Background: an optimization exercise with open tools, aiming at small area. Do not read the settings as production practice. Where RTL was checked, it was by simulation tests only, not by an equivalence proof against the original. Only the layout flow was run in run 4; the RTL was not checked for function there.

## flow/constraint.sdc

```tcl
create_clock -name core_clock -period 200.0 [get_ports {clk}]
set_input_delay 40.0000 -clock core_clock [delete_from_list [all_inputs] [get_ports {clk}]]
set_output_delay 40.0000 -clock core_clock [all_outputs]
set_load 0.01 [all_outputs]
```

## flow/design.v

```verilog
module pwm_period (
    input  wire [15:0] freq,
    output reg  [15:0] period
);
    localparam [20:0] N = 21'd2000000;    
    wire sat = (freq < 16'd31);
    wire big = (freq > 16'd20000);
    wire [14:0] f = freq[14:0];
    reg [14:0] rem;
    reg [15:0] hi;
    reg [15:0] s;
    reg [15:0] q;
    reg [15:0] qm1;
    reg        c, a, nb, z;
    integer    i, j;
    always @* begin
        rem = N >> 16;
        for (i = 15; i >= 0; i = i - 1) begin
            hi = {rem, N[i]};
            c  = 1'b1;
            for (j = 0; j < 16; j = j + 1) begin
                a    = hi[j];
                nb   = (j < 15) ? ~f[j] : 1'b1;
                s[j] = a ^ nb ^ c;
                c    = (a & nb) | (a & c) | (nb & c);
            end
            q[i] = c;
            rem  = (c ? s[14:0] : hi[14:0]) & ((N >> i) >= 21'd32768 ? 15'h7fff
                                                : 15'h7fff >> (15 - blen(N >> i)));
        end
        z = 1'b1;                        
        for (j = 0; j < 16; j = j + 1) begin
            qm1[j] = q[j] ^ z;
            z      = z & ~q[j];
        end
        period = sat ? 16'hFFFF : big ? 16'd99 : qm1;
    end
    function integer blen(input [20:0] x);
        integer k;
        begin
            blen = 0;
            for (k = 0; k < 21; k = k + 1)
                if (x[k]) blen = k + 1;
        end
    endfunction
endmodule
module pwm_compare (
    input  wire [15:0] period,
    input  wire [6:0]  duty,
    output reg  [15:0] compare
);
    reg [22:0] x;
    reg [15:0] u;
    reg [15:0] pp;
    reg [20:0] y;
    reg [5:0]  t;
    reg [4:0]  r;
    reg        c, ge;
    integer    j, k;
    always @* begin
        u    = period & {16{duty[0]}};
        x    = 23'd0;
        x[0] = u[0];
        u    = {1'b0, u[15:1]};
        for (j = 1; j < 7; j = j + 1) begin
            pp = period & {16{duty[j]}};
            c  = 1'b0;
            for (k = 0; k < 16; k = k + 1) begin
                {c, u[k]} = {(u[k] & pp[k]) | (u[k] & c) | (pp[k] & c),
                             u[k] ^ pp[k] ^ c};
            end
            x[j] = u[0];
            u    = {c, u[15:1]};
        end
        x[22:7] = u;
        y = x[22:2];
        r = y[20:16];
        for (j = 15; j >= 0; j = j - 1) begin
            t  = {r, y[j]};
            ge = (t >= 6'd25);
            compare[j] = ge;
            r  = ge ? t[4:0] - 5'd25 : t[4:0];
        end
    end
endmodule
module pattern_rom (
    input  wire [3:0]  cur_addr,      
    input  wire [3:0]  start_addr,    
    output wire [15:0] period,        
    output wire [15:0] compare,
    output wire [2:0]  next_dur,      
    output wire [2:0]  start_dur      
);
    wire [15:0] cur = 16'd1 << cur_addr;
    wire [15:0] st  = 16'd1 << start_addr;
    assign period =
        ({16{cur[0]}} & 16'd4544) |
        ({16{cur[2]}} & 16'd999) |
        ({16{cur[3]}} & 16'd999) |
        ({16{cur[5]}} & 16'd1999) |
        ({16{cur[6]}} & 16'd1332) |
        ({16{cur[8]}} & 16'd2499) |
        ({16{cur[9]}} & 16'd65535) |
        ({16{cur[10]}} & 16'd2499) |
        ({16{cur[12]}} & 16'd4544);
    assign compare =
        ({16{cur[0]}} & 16'd4544) |
        ({16{cur[2]}} & 16'd499) |
        ({16{cur[3]}} & 16'd249) |
        ({16{cur[5]}} & 16'd999) |
        ({16{cur[6]}} & 16'd666) |
        ({16{cur[8]}} & 16'd2499) |
        ({16{cur[10]}} & 16'd749) |
        ({16{cur[12]}} & 16'd2272);
    assign next_dur =
        ({3{cur[1]}} & 3'd3) |
        ({3{cur[2]}} & 3'd2) |
        ({3{cur[4]}} & 3'd2) |
        ({3{cur[5]}} & 3'd2) |
        ({3{cur[7]}} & 3'd2) |
        ({3{cur[8]}} & 3'd1) |
        ({3{cur[9]}} & 3'd2) |
        ({3{cur[11]}} & 3'd4);
    assign start_dur =
        ({3{st[0]}} & 3'd5) |
        ({3{st[2]}} & 3'd3) |
        ({3{st[3]}} & 3'd2) |
        ({3{st[5]}} & 3'd2) |
        ({3{st[6]}} & 3'd2) |
        ({3{st[8]}} & 3'd2) |
        ({3{st[9]}} & 3'd1) |
        ({3{st[10]}} & 3'd2) |
        ({3{st[12]}} & 3'd4);
endmodule
module horn_core (
    input  wire        clk,
    input  wire        rst,           
    input  wire [31:0] cmd,
    input  wire [15:0] tick,
    input  wire        raw_level,
    input  wire        cmp_tripped,
    input  wire        config_mode,
    input  wire        charging,
    output wire [15:0] tone_period,
    output wire [15:0] tone_compare,
    output reg         horn_out,
    output reg         ind_red,
    output reg         cmp_sel,
    output reg         sw_status,
    output reg         seq_active,
    output reg  [2:0]  lvg_state,
    output reg         res_bool,
    output wire [15:0] res_period,
    output wire [15:0] res_compare,
    output reg         cmd_err
);
    localparam [3:0] OP_NOP        = 4'd0,
                     OP_POLL       = 4'd1,
                     OP_SW_UPDATE  = 4'd2,
                     OP_SW_GET     = 4'd3,
                     OP_SW_CLEAR   = 4'd4,
                     OP_SEQ_START  = 4'd5,
                     OP_SEQ_UPDATE = 4'd6,
                     OP_SEQ_ABORT  = 4'd7,
                     OP_PWM_CALC   = 4'd8,
                     OP_LVG_UPDATE = 4'd9;
    localparam [2:0] S_INIT = 3'd0,
                     S_KILL = 3'd1,
                     S_CB   = 3'd2,
                     S_CHI  = 3'd3,
                     S_CHA  = 3'd4,
                     S_EB   = 3'd5,
                     S_DEAD = 3'd6;
    localparam [1:0] SEL_BELL   = 2'd0,
                     SEL_CHARGE = 2'd1,
                     SEL_MINI   = 2'd2;
    localparam [3:0] ADDR_NONE = 4'd1;
    reg [2:0]  sw_cnt;           
    reg [15:0] sw_last_tick;
    reg [3:0]  seq_addr;         
    reg [2:0]  seq_remaining;
    reg [15:0] seq_last_tick;
    reg        tone_off;         
    reg [4:0]  guard_timer;
    reg [2:0]  commit_timer;
    reg [2:0]  lv_count;
    reg        lv_sticky;
    reg [1:0]  sel_pattern;
    reg [15:0] lvg_last_tick;
    reg        pwm_valid;
    reg [15:0] pwm_period_q;
    reg [6:0]  pwm_duty_q;
    wire [3:0] op  = cmd[31:28];
    wire [2:0] pat = cmd[2:0];
    reg [3:0] start_addr;
    always @* begin
        if (op == OP_SEQ_START)
            start_addr = rom_base(pat);
        else if (lvg_state == S_CHA)
            start_addr = (sel_pattern == SEL_BELL)   ? 4'd2 :
                         (sel_pattern == SEL_CHARGE) ? 4'd5 : 4'd12;
        else
            start_addr = 4'd8;
    end
    wire [2:0]  start_dur;
    wire [2:0]  next_dur;
    wire [15:0] step_period, step_compare;
    pattern_rom u_rom (
        .cur_addr     (seq_addr),
        .start_addr   (start_addr),
        .period       (step_period),
        .compare      (step_compare),
        .next_dur     (next_dur),
        .start_dur    (start_dur)
    );
    wire seq_tick = (tick != seq_last_tick);
    reg        upd_playing;
    reg        upd_step;
    reg [2:0]  upd_remaining;
    reg        upd_active;
    always @* begin
        upd_playing   = seq_active;
        upd_step      = 1'b0;
        upd_remaining = seq_remaining;
        upd_active    = seq_active;
        if (seq_tick) begin
            if (!seq_active) begin
                upd_playing = 1'b0;
            end else if (seq_remaining != 3'd0) begin
                upd_remaining = seq_remaining - 3'd1;
                upd_playing   = 1'b1;
            end else if (next_dur != 3'd0) begin
                upd_step      = 1'b1;
                upd_remaining = next_dur;
                upd_playing   = 1'b1;
            end else begin
                upd_active    = 1'b0;
                upd_playing   = 1'b0;
            end
        end
    end
    reg [2:0]  n_sw_cnt;
    reg        n_sw_status;
    reg        n_sw_last;
    reg [3:0]  n_seq_addr;
    reg [2:0]  n_seq_remaining;
    reg        n_seq_last;
    reg        n_seq_active;
    reg        n_tone_off;
    reg        n_horn_out;
    reg        n_ind_red;
    reg        n_cmp_sel;
    reg [2:0]  n_lvg_state;
    reg [4:0]  n_guard_timer;
    reg [2:0]  n_commit_timer;
    reg [2:0]  n_lv_count;
    reg        n_lv_sticky;
    reg [1:0]  n_sel_pattern;
    reg        n_lvg_last;
    reg        n_res_bool;
    reg        n_cmd_err;
    reg        sw;
    reg        do_sw;
    reg        do_lvg;
    task seq_start;
        begin
            n_seq_addr      = start_addr;
            n_seq_remaining = start_dur;
            n_seq_last      = 1'b1;
            n_seq_active    = 1'b1;       
            n_tone_off      = 1'b0;
        end
    endtask
    task seq_update;
        begin
            n_seq_last      = 1'b1;
            n_seq_remaining = upd_remaining;
            n_seq_active    = upd_active;
            if (upd_step) begin
                n_seq_addr = seq_addr + 4'd1;
                n_tone_off = 1'b0;
            end
        end
    endtask
    task horn_off;
        begin
            n_horn_out = 1'b0;
            n_tone_off = 1'b1;
        end
    endtask
    task enter_active;
        begin
            n_guard_timer  = 5'd20;
            n_commit_timer = 3'd4;
            n_sel_pattern  = config_mode ? SEL_MINI : SEL_BELL;
            n_lvg_state    = S_CHA;
        end
    endtask
    always @* begin
        n_sw_cnt        = sw_cnt;
        n_sw_status     = sw_status;
        n_sw_last       = 1'b0;
        n_seq_addr      = seq_addr;
        n_seq_remaining = seq_remaining;
        n_seq_last      = 1'b0;
        n_seq_active    = seq_active;
        n_tone_off      = tone_off;
        n_horn_out      = horn_out;
        n_ind_red       = ind_red;
        n_cmp_sel       = cmp_sel;
        n_lvg_state     = lvg_state;
        n_guard_timer   = guard_timer;
        n_commit_timer  = commit_timer;
        n_lv_count      = lv_count;
        n_lv_sticky     = lv_sticky;
        n_sel_pattern   = sel_pattern;
        n_lvg_last      = 1'b0;
        n_res_bool      = 1'b0;
        n_cmd_err       = 1'b0;
        sw              = 1'b0;
        do_sw  = (op == OP_POLL) || (op == OP_SW_UPDATE);
        do_lvg = ((op == OP_POLL) && !charging) || (op == OP_LVG_UPDATE);
        if (do_sw) begin
            n_sw_last = 1'b1;
            if (tick != sw_last_tick) begin
                if (raw_level == 1'b0) begin              
                    if (sw_cnt == 3'd2) begin             
                        n_sw_cnt    = 3'd4;
                        n_sw_status = 1'b1;
                    end else if (sw_cnt[2] == 1'b0) begin
                        n_sw_cnt = sw_cnt + 3'd1;
                    end else if (sw_cnt != 3'd4) begin
                        n_sw_cnt = sw_cnt - 3'd1;
                    end
                end else begin                            
                    if (sw_cnt == 3'd7) begin             
                        n_sw_cnt    = 3'd0;
                        n_sw_status = 1'b0;
                    end else if (sw_cnt[2] == 1'b1) begin
                        n_sw_cnt = sw_cnt + 3'd1;
                    end else if (sw_cnt != 3'd0) begin
                        n_sw_cnt = sw_cnt - 3'd1;
                    end
                end
            end
        end
        case (op)
            OP_NOP, OP_POLL, OP_SW_UPDATE, OP_PWM_CALC, OP_LVG_UPDATE: ;
            OP_SW_GET:     n_res_bool  = sw_status;
            OP_SW_CLEAR:   n_sw_status = 1'b0;
            OP_SEQ_START:  if (pat <= 3'd4) seq_start;
                           else             n_cmd_err = 1'b1;
            OP_SEQ_UPDATE: begin
                               seq_update;
                               n_res_bool = upd_playing;
                           end
            OP_SEQ_ABORT:  n_seq_active = 1'b0;
            default:       n_cmd_err = 1'b1;    
        endcase
        if (do_lvg) n_lvg_last = 1'b1;
        if (do_lvg && tick != lvg_last_tick) begin
            sw = n_sw_status;
            case (lvg_state)
                S_INIT: begin
                    n_cmp_sel      = 1'b0;
                    n_guard_timer  = 5'd3;
                    n_lv_count     = 3'd0;
                    n_lv_sticky    = 1'b0;
                    n_commit_timer = 3'd2;
                    n_sel_pattern  = sw ? (config_mode ? SEL_MINI : SEL_BELL)
                                        : SEL_CHARGE;
                    n_lvg_state    = S_KILL;
                end
                S_KILL: begin
                    if (cmp_tripped) begin
                        n_lvg_state = S_DEAD;
                    end else begin
                        if (guard_timer <= 5'd1) begin
                            n_cmp_sel     = 1'b1;
                            n_guard_timer = 5'd20;
                            n_lvg_state   = S_CHA;
                        end else begin
                            n_guard_timer = guard_timer - 5'd1;
                        end
                    end
                end
                S_CB: begin
                    seq_update;
                    if (upd_playing) begin
                        if (sw) begin
                            n_seq_active = 1'b0;      
                            enter_active;
                        end
                    end else begin
                        if (lv_sticky) begin
                            seq_start;                
                            n_lvg_state = S_EB;
                        end else begin
                            n_guard_timer = 5'd5;
                            n_lvg_state   = S_CHI;
                        end
                    end
                end
                S_CHI: begin
                    horn_off;
                    if (sw) begin
                        enter_active;
                    end else begin
                        if (guard_timer != 5'd0)
                            n_guard_timer = guard_timer - 5'd1;
                        if (guard_timer <= 5'd1 && lv_sticky) begin
                            seq_start;                
                            n_lvg_state = S_EB;
                        end
                    end
                end
                S_CHA: begin
                    if (sw) begin
                        n_sel_pattern = config_mode ? SEL_MINI : SEL_BELL;
                        if (commit_timer != 3'd0)
                            n_commit_timer = commit_timer - 3'd1;
                        if (commit_timer <= 3'd1) n_horn_out = 1'b1;
                        if (cmp_tripped) begin
                            if (lv_count != 3'd6) n_lv_count = lv_count + 3'd1;
                            if (lv_count >= 3'd3) n_lv_sticky = 1'b1;
                        end else begin
                            if (lv_count != 3'd0) n_lv_count = lv_count - 3'd1;
                        end
                        if (guard_timer != 5'd0)
                            n_guard_timer = guard_timer - 5'd1;
                        if (guard_timer <= 5'd1) n_sw_status = 1'b0;    
                    end else begin
                        n_horn_out  = 1'b0;
                        seq_start;                    
                        n_lvg_state = S_CB;
                    end
                end
                S_EB: begin
                    if (sw) begin
                        n_seq_active = 1'b0;          
                        enter_active;
                    end else begin
                        seq_update;
                        if (!upd_playing) begin
                            horn_off;
                            n_guard_timer = 5'd0;
                        end
                    end
                    n_ind_red = 1'b1;
                end
                default: begin                        
                    n_ind_red = 1'b1;
                end
            endcase
        end
    end
    wire [15:0] cmd_period;
    wire [15:0] cmd_compare;
    pwm_period u_period (
        .freq   (cmd[23:8]),
        .period (cmd_period)
    );
    pwm_compare u_compare (
        .period  (pwm_period_q),
        .duty    (pwm_duty_q),
        .compare (cmd_compare)
    );
    assign res_period  = pwm_valid ? pwm_period_q : 16'd0;
    assign res_compare = pwm_valid ? cmd_compare  : 16'd0;
    assign tone_period  = step_period;
    assign tone_compare = tone_off ? 16'd0 : step_compare;
    always @(posedge clk) begin
        pwm_period_q <= cmd_period;
        pwm_duty_q   <= (cmd[7:0] > 8'd100) ? 7'd100 : cmd[6:0];
        if (rst) begin
            sw_cnt        <= 3'd0;
            sw_status     <= 1'b0;
            sw_last_tick  <= 16'd0;
            seq_addr      <= ADDR_NONE;
            seq_remaining <= 3'd0;
            seq_last_tick <= 16'd0;
            seq_active    <= 1'b0;
            tone_off      <= 1'b0;
            horn_out      <= 1'b0;
            ind_red       <= 1'b0;
            cmp_sel       <= 1'b0;
            lvg_state     <= S_INIT;
            guard_timer   <= 5'd0;
            commit_timer  <= 3'd0;
            lv_count      <= 3'd0;
            lv_sticky     <= 1'b0;
            sel_pattern   <= SEL_CHARGE;
            lvg_last_tick <= 16'd0;
            res_bool      <= 1'b0;
            cmd_err       <= 1'b0;
            pwm_valid     <= 1'b0;
        end else begin
            sw_cnt        <= n_sw_cnt;
            sw_status     <= n_sw_status;
            if (n_sw_last)  sw_last_tick  <= tick;
            seq_addr      <= n_seq_addr;
            seq_remaining <= n_seq_remaining;
            if (n_seq_last) seq_last_tick <= tick;
            seq_active    <= n_seq_active;
            tone_off      <= n_tone_off;
            horn_out      <= n_horn_out;
            ind_red       <= n_ind_red;
            cmp_sel       <= n_cmp_sel;
            lvg_state     <= n_lvg_state;
            guard_timer   <= n_guard_timer;
            commit_timer  <= n_commit_timer;
            lv_count      <= n_lv_count;
            lv_sticky     <= n_lv_sticky;
            sel_pattern   <= n_sel_pattern;
            if (n_lvg_last) lvg_last_tick <= tick;
            res_bool      <= n_res_bool;
            cmd_err       <= n_cmd_err;
            pwm_valid     <= (op == OP_PWM_CALC);
        end
    end
    function [3:0] rom_base(input [2:0] p);
        rom_base = ({4{p == 3'd1}} & 4'd2) |
                   ({4{p == 3'd2}} & 4'd5) |
                   ({4{p == 3'd3}} & 4'd8) |
                   ({4{p == 3'd4}} & 4'd12);
    endfunction
endmodule
```

## flow/run.sh

```bash
#!/bin/bash
# synth_recipe.tcl (not shown) runs the flow's synth.tcl, then flattens the netlist and writes it again
# the make line also repeats each setting of config.mk as NAME=value (left out here)
make -C /OpenROAD-flow-scripts/flow DESIGN_CONFIG=/design/flow/config.mk WORK_HOME=/design/flow/orfs CLKGATE_MAP_FILE= SYNTH_SCRIPT=/design/flow/synth_recipe.tcl finish
```

## flow/config.mk

```make
export PLATFORM = sky130hd
export DESIGN_NAME = horn_core
export DESIGN_NICKNAME = horn_core
export VERILOG_FILES = /design/flow/design.v
export SDC_FILE = /design/flow/constraint.sdc
export NUM_CORES = 4
export LEC_CHECK = 0
export ABC_AREA = 1
export CAP_MARGIN = 30
export CORE_MARGIN = 2
export CORE_UTILIZATION = 60
export SLEW_MARGIN = 30
```

==> results of run 1 <==
worst reg2reg max path, cell delays in order (launching register included):
cell	delay, ps
dfxtp_1	350
xnor2_1	120
nand4_1	140
o41ai_1	630
o21ai_0	160
nand3_1	400
nor2_1	150
nor2_1	270
nand2_1	120
nor2_1	370
inv_1	150
nand2_1	640
clkinv_1	520
nor2_1	220
nor2_1	70
cell usage in the layout (no fill, tap or decap), types with 75 or more instances in the layout:
cell type        synthesis  final
clkdlybuf4s50_1          0    118
a21oi_1                 97     97
nand2_1                640    640
dfxtp_1                107    107
nand3_1                135    135
fa_1                   248    248
ha_1                    75     75
nor2_1                 224    224
o21ai_0                122    122
inv_1                  374    374
registers in the layout, summed over array words and instances, names as in the netlist, 2 cells and up:
register and flops:
lvg_last_tick 16, pwm_period_q 16, seq_last_tick 16, sw_last_tick 16
pwm_duty_q 7, guard_timer 5, seq_addr 4, commit_timer 3
lv_count 3, lvg_state 3, seq_remaining 3, sw_cnt 3
sel_pattern 2
metal layers:
metal,share of wire,wire length [um],up-vias
met5,0.00031,13,-
met4,0.023,960,2
met3,0.038,1588,64
met2,0.50,20880,345
met1,0.44,18290,7842
li1,-,-,8174
through the flow:
stage | worst slack [ps] | hold WS [ps] | instance area (um2) | instances
floorplan | 87900 | 443.7 | 18450 | 2563
global placement | 81860 | 450.0 | 19880 | 3003
detailed placement | 80390 | 455.0 | 19880 | 3003
CTS | 80730 | 472.3 | 20200 | 3019
global route | 76620 | 490.4 | 20200 | 3019
finish | 80900 | 464.9 | 20200 | 3019
kinds of logic after synthesis:
kind of cell | Yosys count
compound gates | 359
xor+xnor | 64
fa+ha+maj | 324
buf+inv | 492
flops | 107
mux | 4
other cells | 1
simple gates | 1209
worst paths after layout:
check | startpoint | end | cells after the start
setup reg to reg | sw_last_tick[1]$_SDFFE_PP0N_ | seq_last_tick[3]$_SDFFE_PP0P_ | 14
hold / removal | cmp_sel$_SDFFE_PP0P_ | cmp_sel$_SDFFE_PP0P_ | 2
hold reg to reg | cmp_sel$_SDFFE_PP0P_ | cmp_sel$_SDFFE_PP0P_ | 2
setup / recovery | cmd[10] | pwm_period_q[15]$_SDFF_PN1_ | 262
final cells by class:
| class | instances | area, um2 |
|---|---|---|
| fillers | 2756 | 10230 |
| inverters | 393 | 1510 |
| well taps | 396 | 495.5 |
| clock inverters | 7 | 97.59 |
| flip-flops and latches | 107 | 2142 |
| clock buffers | 9 | 225.2 |
| repair buffers | 143 | 1366 |
| multi-input cells | 1964 | 14360 |
cells in the mapped netlist (6+ instances only):
cell type,number
o22ai_1,6
nor2_4,9
inv_1,374
o211ai_1,6
xnor2_1,25
a211oi_1,9
nand3_4,6
inv_2,8
or2_2,9
nand3_2,10
ha_1,75
fa_1,248
nor2_1,224
nand2_4,42
xor2_1,38
nand4_1,26
nand2_1,640
nor3_1,19
clkinv_1,6
o21ai_0,122
o21ai_2,12
nand2_2,62
buf_4,12
a21oi_1,97
clkbuf_1,82
dfxtp_1,107
nor4_1,10
nand3_1,135
a31oi_1,64
==> results by group, run 1 <==
Run status
  • Status: timing/DRC/antenna clean

CTS
  • Sinks on Clock Net: 107
  • Root Driver: clkbuf_16
  • CTS Buf Count: 9
  • Clock Latency Late Sink: 360 ps
  • CTS Hold Bufs: 0
  • # Post-CTS Setup Buffers: 0
  • # resized after CTS: 0
  • H-tree depth: 3
  • Clk slew on worst S/H paths: 80 ps
  • CTS max path bufs: 2
  • CTS tree: built

STA
  • RSZ-0062 raised after global routing: no
  • Fmax: 8.396 MHz
  • Worst-Margin Slew: 863.7 ps
  • TNS Setup: 0 ps
  • Worst Clk Skew: 18.77 ps
  • Hold Fails Final Rpt: 0
  • Fin. max-slew vios: 0
  • Slew headroom: 0.4198
  • Fin crit share: 0.5955
  • Tmin final: 119100 ps
  • Setup violators final: 0

Placement
  • GP Congestion: 0.9387
  • Final HPWL DP: 34500 um
  • # port buffers: 119

Die
  • Core Box Area: 30430 um2
  • Initial Util: 0.6058
  • Die width: 179.3 um
  • Die span in y: 179.3 um
  • Die area: 32140 um2
  • Std-Cell Rows: 64
  • # IOs: 128

Synthesis
  • Synth Area in Simple Gates: 0.3071
  • Synth Area in Compound Gates: 0.1166
  • Mapped Avg Cell Area: 7.201 um2
  • Syn Std Cell Area: 18430 um2
  • Yosys reg bits: 107
  • Yosys warning count: 3
  • EDFF count, synth: 0
  • Ys flop type: dfxtp_1
  • Post-synth top area share: 0.2693
  • Synth top area cells: fa_1, nand2_1, dfxtp_1
  • Synth Area in XOR/XNOR: 0.03143
  • Post-synthesis sequential area ratio: 0.1162
  • Yosys top cell by area: fa_1
  • Largest family of logic cells by synthesized area: adder cells
  • Post-synthesis mux area share: 0.002172
  • Count of different cell masters after synthesis: 68
  • Area share of fa/ha/maj cells after synthesis: 0.3208
  • Synth async-reset ratio: 0
  • Post-Syn Instances: 2560

Final layout
  • Syn-to-layout area delta: 9.584%
  • Nets: 2995
  • Layout cells sized above 1: 0.08387
  • Util after Layout: 0.6639
  • Number of diodes: 0

Flow run
  • Max-cap violations: 0

Setup path
  • Critical Path AT: 119330 ps
  • CP peak stage delay: 720 ps
  • CP startpoint kind: primary input
  • Most used cell, CP: fa_1
  • Required @ worst endpoint: 200220 ps
  • Crit-path leading delay family: adder cells
  • Worst Path Max Fanout: 24
  • Worst path bufs/invs: 28
  • CP Class: in -> reg
  • Crit path capture type: flop
  • Worst path slowest cell: nor3_1
  • Worst R2R Setup Slack: 195590 ps

Global routing
  • GR Util All Layers: 0.2701
  • First-pass GRT wire length: 71640 um
  • GRT Max-Usage Layer: met2
  • Largest net degree at the start of global routing: 38
  • Met3 usage: 0.02332
  • Global Route met1 Usage: 0.3497
  • Number of global-route vias before repair: 15850
  • Initial antenna violation count: 1
  • GRT overflow: 0
  • Global-route met2 utilization: 0.4821

Hold path
  • Worst min path class: reg -> reg

Drt
  • Pre-antenna DRT Iters: 5
  • Via count: 16430
  • WL/cell: 13.82 um
  • Antenna viol nets, final: 0
  • Routed wire length: 41740 um
  • Starting DRC count in detailed routing: 911
  • Vias per Instance: 5.441
  • # DRC: 0
==> run 2: changes to the inputs <==
==> flow/flow/run.sh (new file) <==
#!/bin/bash
# Own layout flow: the standard layout (standard.sh), with one change in
# synthesis: the ABC technology-mapping step runs an area-oriented script
# (flow/area.abc) in place of ORFS's abc_speed/abc_area script. Everything
# else, including the register mapping, flattening and renaming that
# synth_recipe.tcl does, is the standard synthesis unchanged.
# Each tool's full output goes to a log file in this folder (own_*.log) and
# under orfs/logs/.
set -euo pipefail
WORK=$(pwd)
FLOWDIR=$WORK/flow

# ORFS's synth.tcl with the abc call pointed at flow/area.abc
SRC=$FLOW_HOME/scripts/synth.tcl
n=$(grep -c '^  log_cmd abc {\*}\$abc_args$' "$SRC")
if [[ $n != 1 ]]; then echo "unexpected synth.tcl: $n abc calls" >&2; exit 1; fi
sed "s#^  log_cmd abc {\*}\$abc_args\$#  set abc_args [lreplace \$abc_args 1 1 $FLOWDIR/area.abc]\n  log_cmd abc {*}\$abc_args#" \
    "$SRC" > "$WORK/own_synth_core.tcl"

# synth_recipe.tcl, sourcing that copy instead of ORFS's synth.tcl
n=$(grep -c 'source \$::env(SCRIPTS_DIR)/synth.tcl' synth_recipe.tcl)
if [[ $n != 1 ]]; then echo "unexpected synth_recipe.tcl" >&2; exit 1; fi
sed "s#source \$::env(SCRIPTS_DIR)/synth.tcl#source $WORK/own_synth_core.tcl#" \
    synth_recipe.tcl > "$WORK/own_synth.tcl"

# standard.sh with that synthesis script
n=$(grep -c 'SYNTH_SCRIPT=' standard.sh)
if [[ $n != 1 ]]; then echo "unexpected standard.sh" >&2; exit 1; fi
sed "s#SYNTH_SCRIPT=[^ ]*#SYNTH_SCRIPT=$WORK/own_synth.tcl#" standard.sh > "$WORK/own_standard.sh"

bash "$WORK/own_standard.sh" > "$WORK/own_flow.log" 2>&1 || { tail -50 "$WORK/own_flow.log"; exit 1; }
tail -5 "$WORK/own_flow.log"
==> flow/flow/area.abc (new file) <==
strash; dc2; dch -f; amap; topo; mfs2; strash; dch -f; amap; topo
==> flow/standard.sh (new file) <==
#!/bin/bash
# synth_recipe.tcl (not shown) runs the flow's synth.tcl, then flattens the netlist and writes it again
# the make line also repeats each setting of config.mk as NAME=value (left out here)
make -C /OpenROAD-flow-scripts/flow DESIGN_CONFIG=/design/flow/config.mk WORK_HOME=/design/flow/orfs CLKGATE_MAP_FILE= SYNTH_SCRIPT=/design/flow/synth_recipe.tcl "${@:-finish}"
removed: flow/run.sh
==> results by group, run 2 <==
Die
  • Std-Cell Rows: 58 (was 64)
  • Core Box Area: 25040 um2 (was 30430 um2)
  • Die span in y: 163.3 um (was 179.3 um)
  • # IOs: 128 (unchanged)
  • Initial Util: 0.6080 (was 0.6058)
  • Die width: 163.3 um (was 179.3 um)
  • Die area: 26660 um2 (was 32140 um2)

STA
  • Fin. max-slew vios: 0 (unchanged)
  • TNS Setup: 0 ps (unchanged)
  • WHS: 479.4 ps (was 464.9 ps)
  • Fmax: 8.375 MHz (was 8.396 MHz)
  • Hold Fails Final Rpt: 0 (unchanged)
  • RSZ-0062 raised after global routing: no (unchanged)
  • Worst-Margin Slew: 842.3 ps (was 863.7 ps)
  • Tmin final: 119400 ps (was 119100 ps)
  • Setup violators final: 0 (unchanged)
  • Fin crit share: 0.5970 (was 0.5955)
  • Slew headroom: 0.4306 (was 0.4198)
  • Worst Clk Skew: 19.15 ps (was 18.77 ps)

Drt
  • Antenna viol nets, final: 0 (unchanged)
  • # DRC: 0 (unchanged)
  • Vias per Instance: 5.890 (was 5.441)
  • Pre-antenna DRT Iters: 5 (unchanged)
  • Routed wire length: 35540 um (was 41740 um)
  • WL/cell: 15.10 um (was 13.82 um)
  • Starting DRC count in detailed routing: 909 (was 911)
  • Via count: 13860 (was 16430)

Hold path
  • Worst min path class: reg -> reg (unchanged)
  • Hold path start: sw_last_tick[3]$_SDFFE_PP0N_ (was cmp_sel$_SDFFE_PP0P_)

Flow run
  • Max-cap violations: 0 (unchanged)

Setup path
  • Worst path slowest cell: clkdlybuf4s50_1 (was nor3_1)
  • Crit-path leading delay family: adder cells (unchanged)
  • CP Class: in -> reg (unchanged)
  • CP startpoint kind: primary input (unchanged)
  • Worst Path Max Fanout: 25 (was 24)
  • Worst R2R Setup Slack: 194710 ps (was 195590 ps)
  • Crit path capture type: flop (unchanged)
  • Reg2Reg Launch Point: sw_last_tick[3]$_SDFFE_PP0N_ (was sw_last_tick[1]$_SDFFE_PP0N_)
  • CP peak stage delay: 1010 ps (was 720 ps)
  • Worst path bufs/invs: 35 (was 28)
  • Critical path depth: 254 (was 262)
  • Reg2reg end: seq_last_tick[9]$_SDFFE_PP0P_ (was seq_last_tick[3]$_SDFFE_PP0P_)
  • Critical Path AT: 119610 ps (was 119330 ps)
  • Worst Reg-to-Reg Cells: 19 (was 14)
  • Worst Setup SP: cmd[18] (was cmd[10])
  • Most used cell, CP: fa_1 (unchanged)
  • Crit path to: pwm_period_q[15]$_SDFF_PN1_ (unchanged)
  • Required @ worst endpoint: 200200 ps (was 200220 ps)

Placement
  • Final HPWL DP: 29200 um (was 34500 um)
  • # port buffers: 119 (unchanged)
  • GP Congestion: 0.8924 (was 0.9387)

Final layout
  • Syn-to-layout area delta: 13.47% (was 9.584%)
  • Multi-input logic area: 12000 um2 (was 14360 um2)
  • Nets: 2395 (was 2995)
  • Most frequent cells in the layout: nor2_1, clkinv_1, fa_1 (was nand2_1, inv_1, fa_1)
  • Commonest non-fill, non-tap cell in the layout: nor2_1 (was nand2_1)
  • Register area: 2142 um2 (unchanged)
  • Number of diodes: 0 (unchanged)
  • Filler cell count: 2126 (was 2756)
  • Layout cells sized above 1: 0.02274 (was 0.08387)

Synthesis
  • Yosys reg bits: 107 (unchanged)
  • Synth async-reset ratio: 0 (unchanged)
  • Ys flop type: dfxtp_1 (unchanged)
  • Count of different cell masters after synthesis: 49 (was 68)
  • Most numerous cell in the Yosys netlist: nor2_1 (was nand2_1)
  • Yosys top cell by area: fa_1 (unchanged)
  • Synth top area cells: fa_1, dfxtp_1, nor2_1 (was fa_1, nand2_1, dfxtp_1)
  • Yosys warning count: 3 (unchanged)
  • Post-synth top area share: 0.3262 (was 0.2693)
  • EDFF count, synth: 0 (unchanged)
  • Post-synthesis sequential area ratio: 0.1407 (was 0.1162)
  • Syn Std Cell Area: 15220 um2 (was 18430 um2)
  • Most common library cells after synthesis: nor2_1, clkinv_1, fa_1 (was nand2_1, inv_1, fa_1)
  • Mapped Avg Cell Area: 8.153 um2 (was 7.201 um2)
  • Post-Syn Instances: 1867 (was 2560)

CTS
  • Sinks on Clock Net: 107 (unchanged)
  • Root Driver: clkbuf_16 (unchanged)
  • Clock Latency Late Sink: 360 ps (about the same)
  • # Post-CTS Setup Buffers: 0 (unchanged)
  • # resized after CTS: 0 (unchanged)
  • CTS Hold Bufs: 0 (unchanged)
  • CTS max path bufs: 2 (unchanged)
  • CTS tree: built (unchanged)
  • CTS Buf Count: 9 (unchanged)
  • H-tree depth: 3 (unchanged)
  • Clk slew on worst S/H paths: 80 ps (about the same)

Global routing
  • GRT overflow: 0 (unchanged)
  • First-pass GRT wire length: 61000 um (was 71640 um)
  • Initial antenna violation count: 0 (was 1)
  • Largest net degree at the start of global routing: 77 (was 38)
  • GR Util All Layers: 0.2772 (was 0.2701)
  • Number of global-route vias before repair: 12850 (was 15850)

Run status
  • Status: timing/DRC/antenna clean (unchanged)
-- run 2: changes by cell type after synthesis, sizes merged, moves of 36 or more --
cell	delta
a31oi	-40
clkbuf	-83
clkinv	+271
inv	-385
nand2	-597
nand3	-141
nor2	+118
o22a	+64
o22ai	+107
xor2	-36
-- run 2: worst min path at each step --
stage	slack (ps)	end	cells after the start
2_1_floorplan	430	sw_last_tick[3]$_SDFFE_PP0N_	2
3_3_place_gp	450	sw_last_tick[3]$_SDFFE_PP0N_	2
3_5_place_dp	460	sw_last_tick[3]$_SDFFE_PP0N_	2
4_1_cts	480	sw_last_tick[3]$_SDFFE_PP0N_	2
5_1_grt	500	sw_last_tick[3]$_SDFFE_PP0N_	2
6_report	480	sw_last_tick[3]$_SDFFE_PP0N_	2
-- run 2: logic make-up (layout without fill, tap and decap cells) --
logic type / after synthesis / in the layout / synth area share
AND/OR/NAND/NOR: 615 / 615 / 0.1664
buffers and inverters: 285 / 438 / 0.07225
flip-flops: 107 / 107 / 0.1407
other: 1 / 4 / 0.0002464
AO/OA/AOI/OAI: 532 / 532 / 0.2303
adder cells (fa/ha/maj): 323 / 323 / 0.3878
XOR/XNOR: 4 / 4 / 0.002302
-- run 2: area by class of cell --
class | count | share of cell area
inverter | 277 | 0.06020
clock buffer | 9 | 0.01304
clock inverter | 7 | 0.003984
timing repair buffer | 145 | 0.07997
multi-input combinational | 1478 | 0.6949
tap | 330 | 0.02390
sequential | 107 | 0.1240
-- run 2: worst register-to-register path, stage by stage, from the launching register on --
cell and delay [ps]:
dfxtp_1 320, clkinv_1 100, a221o_1 400, a2111oi_0 440
o2111ai_1 210, a2111oi_0 590, a31oi_1 340, nand3_1 210
a22oi_1 80, a21oi_1 180, o21ai_1 270, clkinv_1 220
nor2_1 80, nor2_1 150, nor2_1 150, nor2_1 130
buf_4 280, clkinv_1 550, o22ai_1 390, nor2_1 70
-- run 2: layer usage --
metal  up-vias  track usage  wire length, um
met4         0      0.04787              425
met1      6755       0.3929            16280
met2       295       0.4693            17430
li1       6776            -                -
met3        32      0.02844             1398
met5         -            0                0
-- run 2: metrics by stage --
step / area [um2] / setup WS (ps) / util / std cells
after floorplan: 15230 / 83520 / - / 1870
after global placement: 16980 / 82180 / 0.6781 / 2337
final: 17270 / 80600 / 0.6899 / 2353
after global routing: 17270 / 76600 / 0.6899 / 2353
after detailed placement: 16980 / 80310 / 0.6782 / 2337
after CTS: 17270 / 80570 / 0.6899 / 2353
==> run 3: changes to the inputs <==
--- a/flow/design.v
+++ b/flow/design.v
@@ -184,3 +184,3 @@
     reg [4:0]  guard_timer;
-    reg [2:0]  commit_timer;
+    reg        commit_short;     
     reg [2:0]  lv_count;
@@ -189,3 +189,2 @@
     reg [15:0] lvg_last_tick;
-    reg        pwm_valid;
     reg [15:0] pwm_period_q;
@@ -254,3 +253,3 @@
     reg [4:0]  n_guard_timer;
-    reg [2:0]  n_commit_timer;
+    reg        n_commit_short;
     reg [2:0]  n_lv_count;
@@ -293,3 +292,3 @@
             n_guard_timer  = 5'd20;
-            n_commit_timer = 3'd4;
+            n_commit_short = 1'b0;
             n_sel_pattern  = config_mode ? SEL_MINI : SEL_BELL;
@@ -312,3 +311,3 @@
         n_guard_timer   = guard_timer;
-        n_commit_timer  = commit_timer;
+        n_commit_short  = commit_short;
         n_lv_count      = lv_count;
@@ -368,3 +367,2 @@
                     n_lv_sticky    = 1'b0;
-                    n_commit_timer = 3'd2;
                     n_sel_pattern  = sw ? (config_mode ? SEL_MINI : SEL_BELL)
@@ -380,2 +378,3 @@
                             n_guard_timer = 5'd20;
+                            n_commit_short = 1'b1;
                             n_lvg_state   = S_CHA;
@@ -419,5 +418,4 @@
                         n_sel_pattern = config_mode ? SEL_MINI : SEL_BELL;
-                        if (commit_timer != 3'd0)
-                            n_commit_timer = commit_timer - 3'd1;
-                        if (commit_timer <= 3'd1) n_horn_out = 1'b1;
+                        if (guard_timer <= (commit_short ? 5'd19 : 5'd17))
+                            n_horn_out = 1'b1;
                         if (cmp_tripped) begin
@@ -467,4 +465,4 @@
     );
-    assign res_period  = pwm_valid ? pwm_period_q : 16'd0;
-    assign res_compare = pwm_valid ? cmd_compare  : 16'd0;
+    assign res_period  = pwm_period_q;
+    assign res_compare = cmd_compare;       
     assign tone_period  = step_period;
@@ -472,3 +470,2 @@
     always @(posedge clk) begin
-        pwm_period_q <= cmd_period;
         pwm_duty_q   <= (cmd[7:0] > 8'd100) ? 7'd100 : cmd[6:0];
@@ -488,3 +485,3 @@
             guard_timer   <= 5'd0;
-            commit_timer  <= 3'd0;
+            commit_short  <= 1'b0;
             lv_count      <= 3'd0;
@@ -495,3 +492,3 @@
             cmd_err       <= 1'b0;
-            pwm_valid     <= 1'b0;
+            pwm_period_q  <= 16'd0;
         end else begin
@@ -510,3 +507,3 @@
             guard_timer   <= n_guard_timer;
-            commit_timer  <= n_commit_timer;
+            commit_short  <= n_commit_short;
             lv_count      <= n_lv_count;
@@ -517,3 +514,3 @@
             cmd_err       <= n_cmd_err;
-            pwm_valid     <= (op == OP_PWM_CALC);
+            pwm_period_q  <= (op == OP_PWM_CALC) ? cmd_period : 16'd0;
         end
==> results by group, run 3 <==
Flow run
  • Max-cap violations: 0 (unchanged)

STA
  • Slew headroom: 0.4332 (was 0.4306)
  • Fin crit share: 0.5930 (was 0.5970)
  • RSZ-0062 raised after global routing: no (unchanged)
  • Tmin final: 118610 ps (was 119400 ps)
  • Worst-Margin Slew: 847.5 ps (was 842.3 ps)
  • Hold Fails Final Rpt: 0 (unchanged)
  • Fin. max-slew vios: 0 (unchanged)
  • Fmax: 8.431 MHz (was 8.375 MHz)
  • Worst Clk Skew: 25.10 ps (was 19.15 ps)
  • Setup WS post-layout: 81390 ps (was 80600 ps)
  • Setup violators final: 0 (unchanged)
  • TNS Setup: 0 ps (unchanged)

Setup path
  • Most used cell, CP: fa_1 (unchanged)
  • Critical path depth: 255 (was 254)
  • Crit path capture type: flop (unchanged)
  • CP Class: in -> reg (unchanged)
  • CP startpoint kind: primary input (unchanged)
  • Worst path bufs/invs: 36 (was 35)
  • Crit-path leading delay family: adder cells (unchanged)
  • Required @ worst endpoint: 200210 ps (was 200200 ps)
  • CP peak stage delay: 770 ps (was 1010 ps)
  • Worst Reg-to-Reg Cells: 18 (was 19)
  • Worst Path Max Fanout: 25 (unchanged)
  • Critical Path AT: 118820 ps (was 119610 ps)
  • Worst path slowest cell: clkdlybuf4s50_1 (unchanged)

Synthesis
  • Synth async-reset ratio: 0 (unchanged)
  • Most common library cells after synthesis: nor2_1, clkinv_1, fa_1 (unchanged)
  • Post-synthesis mux area share: 0 (unchanged)
  • Area share of fa/ha/maj cells after synthesis: 0.3862 (was 0.3878)
  • Mapped Avg Cell Area: 8.105 um2 (was 8.153 um2)
  • Post-Syn Instances: 1878 (was 1867)
  • Synth top area cells: fa_1, dfxtp_1, nor2_1 (unchanged)
  • Synth Area in Compound Gates: 0.2389 (was 0.2303)
  • Synth Area in Simple Gates: 0.1600 (was 0.1664)
  • Yosys warning count: 3 (unchanged)
  • Post-synthesis sequential area ratio: 0.1368 (was 0.1407)
  • Most numerous cell in the Yosys netlist: nor2_1 (unchanged)
  • Post-synth top area share: 0.3262 (unchanged)
  • EDFF count, synth: 0 (unchanged)
  • Yosys top cell by area: fa_1 (unchanged)
  • Ys flop type: dfxtp_1 (unchanged)
  • Count of different cell masters after synthesis: 45 (was 49)
  • Yosys reg bits: 104 (was 107)
  • Synth Area in XOR/XNOR: 0.0005754 (was 0.002301)
  • Largest family of logic cells by synthesized area: adder cells (unchanged)
  • Syn Std Cell Area: 15220 um2 (unchanged)

CTS
  • Clk slew on worst S/H paths: 70 ps (was 80 ps)
  • # Post-CTS Setup Buffers: 0 (unchanged)
  • H-tree depth: 3 (unchanged)
  • CTS Buf Count: 9 (unchanged)
  • CTS max path bufs: 2 (unchanged)
  • CTS tree: built (unchanged)
  • CTS Hold Bufs: 0 (unchanged)
  • Sinks on Clock Net: 104 (was 107)
  • Root Driver: clkbuf_16 (unchanged)
  • Clock Latency Late Sink: 370 ps (was 360 ps)
  • # resized after CTS: 0 (unchanged)

Drt
  • Metal3 WL: 1780 um (was 1398 um)
  • Vias per Instance: 5.891 (was 5.890)
  • Routed wire length: 35530 um (was 35540 um)
  • Met2 wire length: 17380 um (was 17430 um)
  • # DRC: 0 (unchanged)
  • WL/cell: 15.01 um (was 15.10 um)
  • Antenna viol nets, final: 0 (unchanged)
  • DR top layer: met4 (unchanged)
  • Pre-antenna DRT Iters: 5 (unchanged)
  • Via count: 13950 (was 13860)
  • Met1 wire length: 15790 um (was 16280 um)
  • Starting DRC count in detailed routing: 819 (was 909)

Final layout
  • Number of diodes: 0 (unchanged)
  • Commonest non-fill, non-tap cell in the layout: nor2_1 (unchanged)
  • Most frequent cells in the layout: nor2_1, clkinv_1, fa_1 (unchanged)
  • Syn-to-layout area delta: 13.80% (was 13.47%)
  • Nets: 2407 (was 2395)
  • Layout cells sized above 1: 0.02504 (was 0.02274)

Placement
  • GP Congestion: 0.9105 (was 0.8924)
  • # port buffers: 119 (unchanged)
  • Final HPWL DP: 29410 um (was 29200 um)
  • Dpl ws: 80560 ps (was 80310 ps)

Die
  • # IOs: 128 (unchanged)
  • Die area: 26660 um2 (unchanged)
  • Die span in y: 163.3 um (unchanged)
  • Core Box Area: 25040 um2 (unchanged)
  • Initial Util: 0.6080 (unchanged)
  • Die width: 163.3 um (unchanged)
  • Std-Cell Rows: 58 (unchanged)

Global routing
  • Initial antenna violation count: 0 (unchanged)
  • First-pass GRT wire length: 61640 um (was 61000 um)
  • Largest net degree at the start of global routing: 77 (unchanged)
  • GR Util All Layers: 0.2790 (was 0.2772)
  • GRT overflow: 0 (unchanged)
  • Number of global-route vias before repair: 13320 (was 12850)

Run status
  • Status: timing/DRC/antenna clean (unchanged)

Hold path
  • Worst min path class: reg -> reg (unchanged)
  • Worst Hold Path Cells: 2 (unchanged)
-- run 3: cell types whose count changed after synthesis, moves of 5 or more --
| cell | change |
|---|---|
| nor2b_1 | -5 |
| a31oi_1 | +7 |
| a221oi_1 | +13 |
| o211ai_1 | +5 |
| clkinv_1 | +19 |
| nand3_1 | -5 |
| nor4_1 | +10 |
| nor3_1 | -16 |
-- run 3: path summary, 6_finish.rpt --
path                                      from                             to  slack (ps)
setup / recovery                       cmd[20]    pwm_period_q[15]$_SDFF_PP0_       81390
hold / removal       commit_short$_SDFFE_PP0P_      commit_short$_SDFFE_PP0P_         460
setup reg to reg  sw_last_tick[0]$_SDFFE_PP0N_  seq_last_tick[3]$_SDFFE_PP0P_      195140
hold reg to reg      commit_short$_SDFFE_PP0P_      commit_short$_SDFFE_PP0P_         460
-- run 3: worst register-to-register path: cells and delay by family, from the launching register on --
kind / cells / cell delay (ps)
buf+inv: 5 / 1250
simple gates: 6 / 1220
compound gates: 7 / 1930
flops: 1 / 320
-- run 3: stage by stage --
step | instances | hold WS, ps | cell area [um2] | util
3_3_place_gp | 2350 | 447.9 | 17000 | 0.6791
2_1_floorplan | 1881 | 424.5 | 15230 | -
6_report | 2367 | 462.3 | 17320 | 0.6919
4_1_cts | 2366 | 459.7 | 17320 | 0.6916
5_1_grt | 2367 | 475.0 | 17320 | 0.6919
3_5_place_dp | 2350 | 450.0 | 17000 | 0.6791
-- run 3: metal layers --
metal | global-route usage | vias up
li1 | - | 6829
met4 | 0.05712 | 0
met1 | 0.3791 | 6705
met2 | 0.4835 | 360
met5 | 0 | -
met3 | 0.03327 | 51
-- run 3: cell type report --
type / instances / area [um2]
multi-input cells: 1472 / 11990
fillers: 2181 / 7714
flip-flops and latches: 104 / 2082
repair buffers: 149 / 1411
inverters: 296 / 1111
well taps: 330 / 412.9
clock buffers: 9 / 225.2
clock inverters: 7 / 88.84
-- run 3: cell families after synthesis --
logic type                 Yosys count
adders and majority gates          321
other                                1
AOI/OAI and AO/OA                  549
and+or+nand+nor                    597
buffers and inverters              305
DFF                                104
xor gates and xnor gates             1
==> run 4: changes to the inputs <==
--- a/flow/design.v
+++ b/flow/design.v
@@ -13,18 +13,26 @@
     reg [15:0] qm1;
+    reg [15:0] fz;                       
     reg        c, a, nb, z;
-    integer    i, j;
+    integer    i, j, w;
     always @* begin
+        fz[15] = 1'b1;
+        for (j = 14; j >= 0; j = j - 1)
+            fz[j] = fz[j+1] & ~f[j];
         rem = N >> 16;
         for (i = 15; i >= 0; i = i - 1) begin
+            w  = blen(N >> i);           
             hi = {rem, N[i]};
             c  = 1'b1;
+            s  = 16'd0;
             for (j = 0; j < 16; j = j + 1) begin
-                a    = hi[j];
-                nb   = (j < 15) ? ~f[j] : 1'b1;
-                s[j] = a ^ nb ^ c;
-                c    = (a & nb) | (a & c) | (nb & c);
+                if (j < w) begin
+                    a    = hi[j];
+                    nb   = (j < 15) ? ~f[j] : 1'b1;
+                    s[j] = a ^ nb ^ c;
+                    c    = (a & nb) | (a & c) | (nb & c);
+                end
             end
+            if (w < 16) c = c & fz[w];
             q[i] = c;
-            rem  = (c ? s[14:0] : hi[14:0]) & ((N >> i) >= 21'd32768 ? 15'h7fff
-                                                : 15'h7fff >> (15 - blen(N >> i)));
+            rem  = (c ? s[14:0] : hi[14:0]) & ((w >= 15) ? 15'h7fff : 15'h7fff >> (15 - w));
         end
--- a/flow/flow/run.sh
+++ b/flow/flow/run.sh
@@ -28,3 +28,9 @@
 if [[ $n != 1 ]]; then echo "unexpected standard.sh" >&2; exit 1; fi
-sed "s#SYNTH_SCRIPT=[^ ]*#SYNTH_SCRIPT=$WORK/own_synth.tcl#" standard.sh > "$WORK/own_standard.sh"
+# and with smaller cells for the port buffers and the clock tree: every port
+# still gets its own buffer (buf_1, the smallest, in place of the
+# clkdlybuf4s50_1 that buffer_ports picks), and CTS builds the tree from
+# clkbuf_8 cells, in small clusters, without dummy loads
+OWN_VARS="'BUFFER_PORTS_ARGS=-buffer_cell sky130_fd_sc_hd__buf_1'"
+OWN_VARS+=" 'CTS_ARGS=-sink_clustering_enable -repair_clock_nets -dont_use_dummy_load -buf_list sky130_fd_sc_hd__clkbuf_8 -root_buf sky130_fd_sc_hd__clkbuf_8 -sink_clustering_size 8 -sink_clustering_max_diameter 50'"
+sed "s#SYNTH_SCRIPT=[^ ]*#SYNTH_SCRIPT=$WORK/own_synth.tcl $OWN_VARS#" standard.sh > "$WORK/own_standard.sh"
 
--- a/flow/config.mk
+++ b/flow/config.mk
@@ -8,5 +8,5 @@
 export ABC_AREA = 1
-export CAP_MARGIN = 30
+export CAP_MARGIN = 10
 export CORE_MARGIN = 2
-export CORE_UTILIZATION = 60
-export SLEW_MARGIN = 30
+export CORE_UTILIZATION = 70
+export SLEW_MARGIN = 10
==> results by group, run 4 <==
Synthesis
  • Most numerous cell in the Yosys netlist: nor2_1 (unchanged)
  • Yosys reg bits: 104 (unchanged)
  • EDFF count, synth: 0 (unchanged)
  • Post-synth top area share: 0.3282 (was 0.3262)
  • Mapped Avg Cell Area: 8.107 um2 (was 8.105 um2)
  • Yosys warning count: 3 (unchanged)
  • Synth top area cells: fa_1, dfxtp_1, nor2_1 (unchanged)
  • Synth async-reset ratio: 0 (unchanged)
  • Post-synthesis sequential area ratio: 0.1376 (was 0.1368)
  • Syn Std Cell Area: 15130 um2 (was 15220 um2)
  • Count of different cell masters after synthesis: 50 (was 45)
  • Most common library cells after synthesis: nor2_1, clkinv_1, fa_1 (unchanged)
  • Post-Syn Instances: 1866 (was 1878)
  • Ys flop type: dfxtp_1 (unchanged)
  • Yosys top cell by area: fa_1 (unchanged)

Die
  • # IOs: 128 (unchanged)
  • Die area: 22800 um2 (was 26660 um2)
  • Std-Cell Rows: 53 (was 58)
  • Core Box Area: 21090 um2 (was 25040 um2)
  • Die width: 151.0 um (was 163.3 um)
  • Initial Util: 0.7173 (was 0.6080)
  • Die span in y: 151.0 um (was 163.3 um)

CTS
  • CTS Hold Bufs: 0 (unchanged)
  • CTS max path bufs: 2 (unchanged)
  • CTS tree: built (unchanged)
  • # Post-CTS Setup Buffers: 0 (unchanged)
  • Root Driver: clkbuf_8 (was clkbuf_16)
  • CTS Buf Count: 9 (unchanged)
  • Sinks on Clock Net: 104 (unchanged)
  • Clk slew on worst S/H paths: 80 ps (was 70 ps)
  • # resized after CTS: 0 (unchanged)
  • H-tree depth: 3 (unchanged)
  • Clock Latency Late Sink: 390 ps (was 370 ps)

Hold path
  • Worst min path class: reg -> reg (unchanged)
  • Hold path start: commit_short$_SDFFE_PP0P_ (unchanged)

Drt
  • Vias per Instance: 6.084 (was 5.891)
  • Antenna viol nets, final: 0 (unchanged)
  • Routed wire length: 35600 um (was 35530 um)
  • # DRC: 0 (unchanged)
  • WL/cell: 15.54 um (was 15.01 um)
  • Pre-antenna DRT Iters: 8 (was 5)
  • Starting DRC count in detailed routing: 854 (was 819)
  • Via count: 13930 (was 13950)

STA
  • Setup violators final: 0 (unchanged)
  • Fin crit share: 0.6004 (was 0.5930)
  • Worst Clk Skew: 40.35 ps (was 25.10 ps)
  • Setup WS post-layout: 79910 ps (was 81390 ps)
  • WHS: 459.1 ps (was 462.3 ps)
  • Tmin final: 120090 ps (was 118610 ps)
  • RSZ-0062 raised after global routing: no (unchanged)
  • TNS Setup: 0 ps (unchanged)
  • Slew headroom: 0.1819 (was 0.4332)
  • Hold Fails Final Rpt: 0 (unchanged)
  • Fmax: 8.327 MHz (was 8.431 MHz)
  • Fin. max-slew vios: 0 (unchanged)
  • Worst-Margin Slew: 1196 ps (was 847.5 ps)

Final layout
  • Nets: 2392 (was 2407)
  • Layout cells sized above 1: 0.02035 (was 0.02504)
  • Most frequent cells in the layout: nor2_1, clkinv_1, fa_1 (unchanged)
  • Syn-to-layout area delta: 7.138% (was 13.80%)
  • Number of diodes: 0 (unchanged)
  • Commonest non-fill, non-tap cell in the layout: nor2_1 (unchanged)

Global routing
  • GRT overflow: 0 (unchanged)
  • First-pass GRT wire length: 60660 um (was 61640 um)
  • Initial antenna violation count: 0 (unchanged)
  • GR Util All Layers: 0.3262 (was 0.2790)
  • Number of global-route vias before repair: 13650 (was 13320)
  • Largest net degree at the start of global routing: 78 (was 77)

Setup path
  • Worst Setup SP: cmd[19] (was cmd[20])
  • Reg2Reg Launch Point: seq_addr[0]$_SDFF_PP1_ (was sw_last_tick[0]$_SDFFE_PP0N_)
  • CP peak stage delay: 700 ps (was 770 ps)
  • Worst path slowest cell: buf_1 (was clkdlybuf4s50_1)
  • CP Class: in -> reg (unchanged)
  • CP startpoint kind: primary input (unchanged)
  • Most used cell, CP: fa_1 (unchanged)
  • Required @ worst endpoint: 200270 ps (was 200210 ps)
  • Critical Path AT: 120360 ps (was 118820 ps)
  • Worst Path Max Fanout: 25 (unchanged)
  • Crit path capture type: flop (unchanged)

Placement
  • Dpl ws: 79890 ps (was 80560 ps)
  • Final HPWL DP: 29200 um (was 29410 um)
  • # port buffers: 119 (unchanged)
  • GP Congestion: 0.9844 (was 0.9105)

Flow run
  • Max-cap violations: 0 (unchanged)

Run status
  • Status: timing/DRC/antenna clean (unchanged)
## run 4: kinds of logic after synthesis
group                    count (synthesis)  share of synthesized area
XOR/XNOR                                 1                  0.0005791
AO/OA/AOI/OAI                          527                     0.2308
AND/OR/NAND/NOR                        628                     0.1695
flip-flops                             104                     0.1376
adder cells (fa/ha/maj)                321                     0.3886
other                                    1                  0.0002479
buffers and inverters                  284                    0.07270
## run 4: path summary, 6_finish.rpt
kind | to | slack, ps | depth (start not counted)
hold reg to reg | commit_short$_SDFFE_PP0P_ | 460 | 2
setup reg to reg | guard_timer[0]$_SDFFE_PP0P_ | 194770 | 20
hold / removal | commit_short$_SDFFE_PP0P_ | 460 | 2
setup / recovery | pwm_period_q[15]$_SDFF_PP0_ | 79910 | 255
## run 4: metal layers
metal  track usage  wire length, um  vias up
met5             0                0        -
met4       0.08178              636        0
met3       0.03886             1859       61
met2        0.5820            18220      408
met1        0.4260            14880     6701
li1              -                -     6763
## run 4: worst max-delay path, delay by kind of cell
family          cells  cell delay (ps)
compound gates     31             5980
fa+ha+maj         165            60060
buf+inv            34             8630
simple gates       25             5600
## run 4: final cells by class
type	instances	area (um2)
Multi-Input combinational cell	1481	11970
Fill cell	1562	4881
Sequential cell	104	2082
Inverter	275	1032
Timing Repair Buffer	146	651.9
Tap cell	275	344.1
Clock buffer	9	123.9
## run 4: stage by stage
step                utilization  instance area, um2  instances
global route             0.7685               16210       2290
finish                   0.7685               16210       2290
detailed placement       0.7627               16080       2281
global placement         0.7627               16080       2281
CTS                      0.7685               16210       2290
floorplan                     -               15140       1869
==> run 5: changes to the inputs <==
--- a/flow/design.v
+++ b/flow/design.v
@@ -155,3 +155,3 @@
     output reg         ind_red,
-    output reg         cmp_sel,
+    output wire        cmp_sel,
     output reg         sw_status,
@@ -258,3 +258,2 @@
     reg        n_ind_red;
-    reg        n_cmp_sel;
     reg [2:0]  n_lvg_state;
@@ -316,3 +315,2 @@
         n_ind_red       = ind_red;
-        n_cmp_sel       = cmp_sel;
         n_lvg_state     = lvg_state;
@@ -371,3 +369,2 @@
                 S_INIT: begin
-                    n_cmp_sel      = 1'b0;
                     n_guard_timer  = 5'd3;
@@ -384,3 +381,2 @@
                         if (guard_timer <= 5'd1) begin
-                            n_cmp_sel     = 1'b1;
                             n_guard_timer = 5'd20;
@@ -475,2 +471,3 @@
     assign res_compare = cmd_compare;       
+    assign cmp_sel = lvg_state[2] ^ lvg_state[1];
     assign tone_period  = step_period;
@@ -490,3 +487,2 @@
             ind_red       <= 1'b0;
-            cmp_sel       <= 1'b0;
             lvg_state     <= S_INIT;
@@ -512,3 +508,2 @@
             ind_red       <= n_ind_red;
-            cmp_sel       <= n_cmp_sel;
             lvg_state     <= n_lvg_state;
--- a/flow/config.mk
+++ b/flow/config.mk
@@ -10,3 +10,3 @@
 export CORE_MARGIN = 2
-export CORE_UTILIZATION = 70
+export CORE_UTILIZATION = 75
 export SLEW_MARGIN = 10
==> results by group, run 5 <==
Run status
  • Status: timing/DRC/antenna clean (unchanged)

Synthesis
  • Post-synthesis sequential area ratio: 0.1370 (was 0.1376)
  • Count of different cell masters after synthesis: 47 (was 50)
  • Most numerous cell in the Yosys netlist: nor2_1 (unchanged)
  • Most common library cells after synthesis: nor2_1, clkinv_1, fa_1 (unchanged)
  • Synth async-reset ratio: 0 (unchanged)
  • Syn Std Cell Area: 15050 um2 (was 15130 um2)
  • Yosys warning count: 3 (unchanged)
  • Post-Syn Instances: 1838 (was 1866)
  • Synth top area cells: fa_1, dfxtp_1, nor2_1 (unchanged)
  • Yosys top cell by area: fa_1 (unchanged)
  • Ys flop type: dfxtp_1 (unchanged)
  • EDFF count, synth: 0 (unchanged)
  • Post-synth top area share: 0.3299 (was 0.3282)
  • Mapped Avg Cell Area: 8.189 um2 (was 8.107 um2)
  • Yosys reg bits: 103 (was 104)

Setup path
  • Crit path capture type: flop (unchanged)
  • Critical Path AT: 121020 ps (was 120360 ps)
  • Worst path slowest cell: nor3_1 (was buf_1)
  • Worst Reg-to-Reg Cells: 15 (was 20)
  • CP Class: in -> reg (unchanged)
  • Most used cell, CP: fa_1 (unchanged)
  • Required @ worst endpoint: 200270 ps (about the same)
  • CP startpoint kind: primary input (unchanged)
  • CP peak stage delay: 790 ps (was 700 ps)
  • Worst Path Max Fanout: 25 (unchanged)

Hold path
  • Worst Hold Path Cells: 2 (unchanged)
  • Worst min path class: reg -> reg (unchanged)

Final layout
  • Filler cell count: 1325 (was 1562)
  • Most frequent cells in the layout: nor2_1, clkinv_1, fa_1 (unchanged)
  • Layout cells sized above 1: 0.01963 (was 0.02035)
  • Nets: 2364 (was 2392)
  • Register area: 2062 um2 (was 2082 um2)
  • Multi-input logic area: 11870 um2 (was 11970 um2)
  • Syn-to-layout area delta: 7.050% (was 7.138%)
  • Commonest non-fill, non-tap cell in the layout: nor2_1 (unchanged)
  • Number of diodes: 0 (unchanged)

Flow run
  • Max-cap violations: 0 (unchanged)

STA
  • Tmin final: 120750 ps (was 120090 ps)
  • Fin. max-slew vios: 0 (unchanged)
  • Setup WS post-layout: 79250 ps (was 79910 ps)
  • Slew headroom: 0.3532 (was 0.1819)
  • Setup violators final: 0 (unchanged)
  • RSZ-0062 raised after global routing: no (unchanged)
  • Fin crit share: 0.6038 (was 0.6004)
  • Worst Clk Skew: 52.50 ps (was 40.35 ps)
  • TNS Setup: 0 ps (unchanged)
  • Fmax: 8.282 MHz (was 8.327 MHz)
  • Hold Fails Final Rpt: 0 (unchanged)
  • Worst-Margin Slew: 962.8 ps (was 1196 ps)

Drt
  • Metal3 WL: 2455 um (was 1859 um)
  • # DRC: 0 (unchanged)
  • Pre-antenna DRT Iters: 5 (was 8)
  • Antenna viol nets, final: 0 (unchanged)
  • DR top layer: met4 (unchanged)
  • Via count: 14220 (was 13930)
  • Met1 wire length: 14590 um (was 14880 um)
  • WL/cell: 16.14 um (was 15.54 um)
  • Routed wire length: 36350 um (was 35600 um)
  • Vias per Instance: 6.315 (was 6.084)
  • Met2 wire length: 18240 um (was 18220 um)
  • Starting DRC count in detailed routing: 1142 (was 854)

CTS
  • # resized after CTS: 0 (unchanged)
  • Clk slew on worst S/H paths: 80 ps (about the same)
  • Root Driver: clkbuf_8 (unchanged)
  • Sinks on Clock Net: 103 (was 104)
  • CTS Hold Bufs: 0 (unchanged)
  • Clock Latency Late Sink: 400 ps (was 390 ps)
  • H-tree depth: 3 (unchanged)
  • # Post-CTS Setup Buffers: 0 (unchanged)
  • CTS tree: built (unchanged)
  • CTS Buf Count: 9 (unchanged)
  • CTS max path bufs: 2 (unchanged)

Die
  • Core Box Area: 19590 um2 (was 21090 um2)
  • Die span in y: 145.7 um (was 151.0 um)
  • # IOs: 128 (unchanged)
  • Die area: 21220 um2 (was 22800 um2)
  • Std-Cell Rows: 51 (was 53)
  • Die width: 145.7 um (was 151.0 um)
  • Initial Util: 0.7683 (was 0.7173)

Global routing
  • GRT overflow: 0 (unchanged)
  • Largest net degree at the start of global routing: 63 (was 78)
  • GR Util All Layers: 0.3486 (was 0.3262)
  • First-pass GRT wire length: 62060 um (was 60660 um)
  • Number of global-route vias before repair: 13730 (was 13650)
  • Initial antenna violation count: 0 (unchanged)

Placement
  • Dpl ws: 79530 ps (was 79890 ps)
  • GP Congestion: 0.9549 (was 0.9844)
  • # port buffers: 119 (unchanged)
  • Final HPWL DP: 29530 um (was 29200 um)
==> run 5: final timing paths <==
path	start	to	slack (ps)
max	cmd[20]	pwm_period_q[15]$_SDFF_PP0_	79250
min reg2reg	sw_last_tick[2]$_SDFFE_PP0N_	sw_last_tick[2]$_SDFFE_PP0N_	480
max reg2reg	seq_addr[3]$_SDFF_PP0_	seq_addr[3]$_SDFF_PP0_	195430
min	sw_last_tick[2]$_SDFFE_PP0N_	sw_last_tick[2]$_SDFFE_PP0N_	480
==> run 5: cell type report <==
cell class | instances | area share
repair buffers | 146 | 0.04038
inverters | 286 | 0.06663
flip-flops and latches | 103 | 0.1280
multi-input cells | 1443 | 0.7367
clock buffers | 9 | 0.007688
well taps | 265 | 0.02058
==> run 5: cell families after synthesis <==
| kind of cell | Yosys count | synth area share |
|---|---|---|
| flip-flops | 103 | 0.1370 |
| AND/OR/NAND/NOR | 583 | 0.1608 |
| other | 1 | 0.0002492 |
| adder cells (fa/ha/maj) | 321 | 0.3906 |
| XOR/XNOR | 1 | 0.0005820 |
| AO/OA/AOI/OAI | 534 | 0.2350 |
| buffers and inverters | 295 | 0.07582 |
==> run 5: worst max-delay path: cells and delay by family <==
| family | cells | cell delay (ps) |
|---|---|---|
| AO/OA/AOI/OAI | 31 | 5690 |
| buffers and inverters | 33 | 8310 |
| adder cells (fa/ha/maj) | 164 | 60170 |
| AND/OR/NAND/NOR | 22 | 6740 |
==> run 5: per-layer routing <==
| metal | up-vias | global-route usage |
|---|---|---|
| li1 | 6692 | - |
| met1 | 6807 | 0.4530 |
| met3 | 96 | 0.04138 |
| met4 | 0 | 0.1343 |
| met2 | 626 | 0.6026 |
| met5 | - | 0 |
==> run 5: per-stage QoR <==
step	util	instances	hold slack, ps	instance area, um2
final	0.8224	2252	478.1	16110
after global routing	0.8224	2252	507.3	16110
after CTS	0.8224	2252	479.1	16110
after detailed placement	0.8161	2243	468.1	15990
after global placement	0.8161	2243	453.6	15990
after floorplan	-	1841	435.3	15060

==> separate check: timing with driven ports <==
In the flow no input, the clock included, has a driving cell. The finished layouts below were timed again as built, in two steps. Step 1 (the two cells are an assumption about what drives the block):
set clk [get_ports {clk}]
set_driving_cell -lib_cell sky130_fd_sc_hd__clkbuf_16 $clk
set_driving_cell -lib_cell sky130_fd_sc_hd__buf_2 [delete_from_list [all_inputs] $clk]
Step 2 moves the port delays by t, midway between the first and last clock arrival at a register: inputs arrive t later, outputs are due t later. That takes back most of the time a late clock gives input paths. Slacks: ideal / step 1 / step 2; pairs: ideal / step 1.
| run | t (ns) | setup WS [ns] | latest minus earliest clock arrival (ns) | worst slew at a driven data input, ns |
|---|---|---|---|---|
| run 1 | 0.400 | 80.896 / 80.921 / 80.520 | 0.020 / 0.021 | 0.08 |
| run 2 | 0.401 | 80.597 / 80.623 / 80.221 | 0.019 / 0.019 | 0.03 |
| run 3 | 0.406 | 81.393 / 81.420 / 81.013 | 0.025 / 0.025 | 0.04 |
| run 4 | 0.416 | 79.911 / 79.923 / 79.507 | 0.041 / 0.040 | 0.05 |
| run 5 | 0.415 | 79.249 / 79.268 / 78.852 | 0.053 / 0.053 | 0.06 |
After both steps setup and hold are still met in every run listed. For run 4, which loses most, drivers alone change the setup slack by +0.012 ns; drivers and shift together by -0.404 ns.
